Source: an optimization exercise on an open RTL-to-GDS flow (aim: small area). Production flows keep margins and buffers that such runs may drop. In this exercise RTL edits were held to simulation tests only and were not proved equivalent to the original. The clock input has no modelled driver; a real chip could not lean on it and would need a root buffer or a full tree. Power and IR drop assume default switching activity.

Setup of v20:
## umfm_codec
module umfm_codec (
    input  wire        clk,
    input  wire        rst,
    input  wire        cmd_valid,
    input  wire [3:0]  cmd_op,
    input  wire [31:0] cmd_arg,
    output reg         rsp_valid,
    output wire [31:0] rsp_data,
    output reg         rsp_illegal
);
==> flow/config.mk <==
export PLATFORM = sky130hd
export DESIGN_NAME = umfm_codec
export DESIGN_NICKNAME = umfm_codec
export VERILOG_FILES = /design/flow/design.v
export SDC_FILE = /design/flow/constraint.sdc
export NUM_CORES = 4
export LEC_CHECK = 0
export ABC_AREA = 1
export CAP_MARGIN = 20
export CORE_AREA = 2.3 2.72 62.56 62.56
export DIE_AREA = 0 0 65 65
export SLEW_MARGIN = 20
==> flow/constraint.sdc <==
create_clock -name core_clock -period 5.0 [get_ports {clk}]
set_input_delay 1.0000 -clock core_clock [delete_from_list [all_inputs] [get_ports {clk}]]
set_output_delay 1.0000 -clock core_clock [all_outputs]
set_load 0.01 [all_outputs]
standard.sh (not shown) runs the stock make flow with config.mk's settings and CLKGATE_MAP_FILE= SYNTH_SCRIPT=/design/flow/synth_recipe.tcl, a recipe that flattens the netlist after the stock synthesis.
==> flow/flow/run.sh <==
#!/bin/bash
# Own layout flow: the standard ORFS flow (standard.sh) with these changes:
#  - after the standard synthesis, the gates between the registers are
#    re-mapped with a stronger ABC script, several seeds, keeping the
#    smallest (flow/resyn_best.sh, flow/resyn.sh); the registers are
#    untouched, and each new netlist is proven equivalent before it is used;
#  - each port gets the smallest buffer (buf_1);
#  - the clock tree is a few clock buffers fed from the clock port, one per
#    cluster of registers (flow/manual_cts.tcl);
#  - power recovery after global routing downsizes non-critical gates.
# Each tool writes its full output to a log file in this folder (and ORFS's
# own logs under orfs/logs/).
set -euo pipefail
here=$(pwd)
R=$here/orfs/results/sky130hd/umfm_codec/base
export BUFFER_PORTS_ARGS="-buffer_cell sky130_fd_sc_hd__buf_1"
export PRE_CTS_TCL=$here/flow/manual_cts.tcl
export MANUAL_CTS_BUF=${MANUAL_CTS_BUF:-sky130_fd_sc_hd__clkbuf_8}
export MANUAL_CTS_N=${MANUAL_CTS_N:-2}
export RECOVER_POWER=100

bash standard.sh synth > standard_synth.log 2>&1
cp $R/1_2_yosys.v $here/standard_1_2_yosys.v
if bash flow/resyn_best.sh $here/standard_1_2_yosys.v $here/resyn/out.v $here/resyn > resyn.log 2>&1; then
  cp $here/resyn/out.v $R/1_2_yosys.v
  echo "resyn: using the re-mapped netlist" >> resyn.log
else
  echo "resyn: failed, keeping the standard netlist" >> resyn.log
fi
bash standard.sh finish > standard_flow.log 2>&1
==> flow/flow/manual_cts.tcl <==
rename clock_tree_synthesis orig_clock_tree_synthesis
proc clock_tree_synthesis {args} {
  set cell $::env(MANUAL_CTS_BUF)
  set k $::env(MANUAL_CTS_N)
  set block [ord::get_db_block]
  set dbu [$block getDbUnitsPerMicron]
  set net [$block findNet clk]
  set pins {}
  set px {}
  set py {}
  foreach it [$net getITerms] {
    set bb [[$it getInst] getBBox]
    lappend pins "[[$it getInst] getName]/[[$it getMTerm] getName]"
    lappend px [expr {([$bb xMin] + [$bb xMax]) / 2.0 / $dbu}]
    lappend py [expr {([$bb yMin] + [$bb yMax]) / 2.0 / $dbu}]
  }
  set n [llength $pins]
  # k-means, seeded along x
  set order [lsort -real -indices $px]
  set cx {}; set cy {}
  for {set c 0} {$c < $k} {incr c} {
    set i [lindex $order [expr {int(($c + 0.5) * $n / $k)}]]
    lappend cx [lindex $px $i]; lappend cy [lindex $py $i]
  }
  for {set iter 0} {$iter < 50} {incr iter} {
    set asg {}
    for {set i 0} {$i < $n} {incr i} {
      set best 0; set bd 1e30
      for {set c 0} {$c < $k} {incr c} {
        set d [expr {abs([lindex $px $i] - [lindex $cx $c]) + abs([lindex $py $i] - [lindex $cy $c])}]
        if {$d < $bd} {set bd $d; set best $c}
      }
      lappend asg $best
    }
    for {set c 0} {$c < $k} {incr c} {
      set sx 0; set sy 0; set m 0
      for {set i 0} {$i < $n} {incr i} {
        if {[lindex $asg $i] == $c} {set sx [expr {$sx + [lindex $px $i]}]; set sy [expr {$sy + [lindex $py $i]}]; incr m}
      }
      if {$m > 0} {lset cx $c [expr {$sx / $m}]; lset cy $c [expr {$sy / $m}]}
    }
  }
  for {set c 0} {$c < $k} {incr c} {
    set lp {}
    for {set i 0} {$i < $n} {incr i} {
      if {[lindex $asg $i] == $c} {lappend lp [get_pins [lindex $pins $i]]}
    }
    if {[llength $lp] == 0} continue
    puts "manual CTS: $cell for [llength $lp] sinks at ([lindex $cx $c], [lindex $cy $c])"
    insert_buffer -buffer_cell $cell -net clk -load_pins $lp -location [list [lindex $cx $c] [lindex $cy $c]] -buffer_name clkbuf_leaf_$c -net_name clknet_leaf_$c
  }
  set_propagated_clock [all_clocks]
}
==> flow/flow/resyn.abc <==
strash; &get -n; &deepsyn -S @SEED@ -T 20; &dch -f; &nf -R 1000; &put; mfs3 -a; topo
==> flow/flow/resyn_best.sh <==
#!/bin/bash
# resyn_best.sh IN.v OUT.v WORKDIR: run resyn.sh with several ABC seeds in
# parallel, keep the smallest proven netlist, then try once more from it.
# Exits non-zero if no candidate was proven equal to IN.
set -uo pipefail
IN=$1; OUT=$2; W=$3
here=$(cd "$(dirname "$0")" && pwd)
mkdir -p $W
best=""; best_area=""
round() {
  local src=$1 tag=$2
  for s in 1 2 3 4; do
    mkdir -p $W/$tag$s
    sed "s/@SEED@/$s/" $here/resyn.abc > $W/$tag$s/script.abc
    bash $here/resyn.sh $src $W/$tag$s/out.v $W/$tag$s $W/$tag$s/script.abc > $W/$tag$s/resyn.log 2>&1 &
  done
  wait
  for s in 1 2 3 4; do
    d=$W/$tag$s
    if grep -q "SUCCESS" $d/resyn_equiv.log 2>/dev/null && [[ -s $d/out.v ]]; then
      a=$(awk '/Chip area/ {print $NF}' $d/stat_after.txt)
      echo "$tag$s: $a" >> $W/summary.txt
      if [[ -z "$best_area" ]] || awk "BEGIN{exit !($a < $best_area)}"; then best=$d/out.v; best_area=$a; fi
    else
      echo "$tag$s: failed" >> $W/summary.txt
    fi
  done
}
round $IN a
[[ -n "$best" ]] || exit 1
round $best b
echo "best: $best ($best_area)" >> $W/summary.txt
cp $best $OUT
Other scripts of this flow, unchanged in this note and not shown: flow/flow/cutregs.py, flow/flow/resyn.sh
#### Input delta (v37 over v20)
--- a/flow/flow/run.sh
+++ b/flow/flow/run.sh
@@ -17,4 +17,4 @@
 export PRE_CTS_TCL=$here/flow/manual_cts.tcl
-export MANUAL_CTS_BUF=${MANUAL_CTS_BUF:-sky130_fd_sc_hd__clkbuf_8}
-export MANUAL_CTS_N=${MANUAL_CTS_N:-2}
+export MANUAL_CTS_BUF=${MANUAL_CTS_BUF:-sky130_fd_sc_hd__clkbuf_4}
+export MANUAL_CTS_N=${MANUAL_CTS_N:-3}
 export RECOVER_POWER=100
==> flow/flow/resyn.abc <==
strash; &get -n; &deepsyn -S @SEED@ -T 30; &dch -f; &nf -R 1000; &put; mfs3 -a; topo
--- a/flow/flow/resyn_best.sh
+++ b/flow/flow/resyn_best.sh
@@ -1,4 +1,4 @@
 #!/bin/bash
-# resyn_best.sh IN.v OUT.v WORKDIR: run resyn.sh with several ABC seeds in
-# parallel, keep the smallest proven netlist, then try once more from it.
+# resyn_best.sh IN.v OUT.v WORKDIR: run resyn.sh with eight ABC seeds, four
+# at a time, and keep the smallest netlist proven equal to IN.
 # Exits non-zero if no candidate was proven equal to IN.
@@ -10,4 +10,4 @@
 round() {
-  local src=$1 tag=$2
-  for s in 1 2 3 4; do
+  local src=$1 tag=$2 seeds=$3
+  for s in $seeds; do
     mkdir -p $W/$tag$s
@@ -17,3 +17,3 @@
   wait
-  for s in 1 2 3 4; do
+  for s in $seeds; do
     d=$W/$tag$s
@@ -28,5 +28,5 @@
 }
-round $IN a
+round $IN a "1 2 3 4"
+round $IN b "5 6 7 8"
 [[ -n "$best" ]] || exit 1
-round $best b
 echo "best: $best ($best_area)" >> $W/summary.txt
==> comparison <==
v37: relative contribution of combinational cells to total power is 0.9 points higher than what v20 reported.
v37 | stages: all done | timing, DRC, antenna: all pass
Of the two candidates, v20 has the better worst hold slack after final layout and v37 the worse one.
Compared to v20, v37 has routing usage on met3 0.69 points higher.
Re number of buffers added on ports: no difference whatsoever between v20 and v37.
Looking at routability congestion estimate, v37 sits above v20.
Diff v20 -> v37 | part of the cycle the worst path needs | increase of 2.1 points
#### Input delta (v39 over v37)
==> flow/flow/resyn.abc <==
strash; &get -n; &deepsyn -S @SEED@ -T 20; &dch -f; &nf -R 1000; &put; mfs3 -a; topo
--- a/flow/flow/resyn_best.sh
+++ b/flow/flow/resyn_best.sh
@@ -1,4 +1,4 @@
 #!/bin/bash
-# resyn_best.sh IN.v OUT.v WORKDIR: run resyn.sh with eight ABC seeds, four
-# at a time, and keep the smallest netlist proven equal to IN.
+# resyn_best.sh IN.v OUT.v WORKDIR: run resyn.sh with several ABC seeds in
+# parallel, keep the smallest proven netlist, then try once more from it.
 # Exits non-zero if no candidate was proven equal to IN.
@@ -10,4 +10,4 @@
 round() {
-  local src=$1 tag=$2 seeds=$3
-  for s in $seeds; do
+  local src=$1 tag=$2
+  for s in 1 2 3 4; do
     mkdir -p $W/$tag$s
@@ -17,3 +17,3 @@
   wait
-  for s in $seeds; do
+  for s in 1 2 3 4; do
     d=$W/$tag$s
@@ -28,5 +28,5 @@
 }
-round $IN a "1 2 3 4"
-round $IN b "5 6 7 8"
+round $IN a
 [[ -n "$best" ]] || exit 1
+round $best b
 echo "best: $best ($best_area)" >> $W/summary.txt
Results
In summary, v39 completed successfully, with a layout that passed the timing, DRC and antenna checks.
v39: final cell count lower than v37
Summary of v39 over v37: power density over the cells went up about 1.4%; synthesized netlist net count -about 2.2%; peak clock frequency supported by timing fell by 8.7%.
v39 vs v37: layout overhead on the synthesized area down in v39
--- input diff v39..v13 ---
- setting GPL_TIMING_DRIVEN to 0 for the first time
==> comparison <==
- Compared with v39, in v13 last weighted congestion value of the routability-driven placer decreased by 3.5% relative to the old numbers, insertion delay to the later sink of the worst-skew pair closely matched the old numbers, sequential share of layout area closely matched the old numbers.
- The run with more setup slack is v13; v39 has less.
- Period utilization ended up 0.88 points lower on v13 than on v39.
- From v39 to v13 the numbers moved as follows: wire length has remained practically unchanged, global-route wire length before repair went down by 69 um.
No run of this note takes its clock network from TritonCTS; it comes from the design's own scripts or RTL.

afterwards: timing with drivers on the ports:
In the flow no input, the clock included, has a driving cell. The finished layouts below were timed again as built, in two steps. Step 1: set_driving_cell puts a clkbuf_16 on clk and a buf_2 on each other input, an assumption about the parent block. Step 2 times the ports against the registers' clock, not the clock port: input delays grow and output delays shrink by t, the midpoint of the rising clock arrivals with the driver on. Three values: no drivers, after step 1, after step 2; two values: the first two.
run | shift t [ns] | setup WS [ns] | slew at the worst register clock pin (ns) | worst slew at a driven data input, ns
v20 | 0.176 | 2.220 / 2.229 / 2.053 | 0.09 / 0.09 | 0.04
v37 | 0.194 | 2.116 / 2.131 / 1.938 | 0.11 / 0.11 | 0.04
v39 | 0.190 | 1.840 / 1.855 / 1.666 | 0.11 / 0.11 | 0.04
v13 | 0.195 | 1.885 / 1.902 / 1.708 | 0.10 / 0.10 | 0.04
After both steps setup and hold are still met in every run listed. The setup slack of v37, which loses most, moves by +0.015 ns with the drivers and by -0.178 ns with both steps.
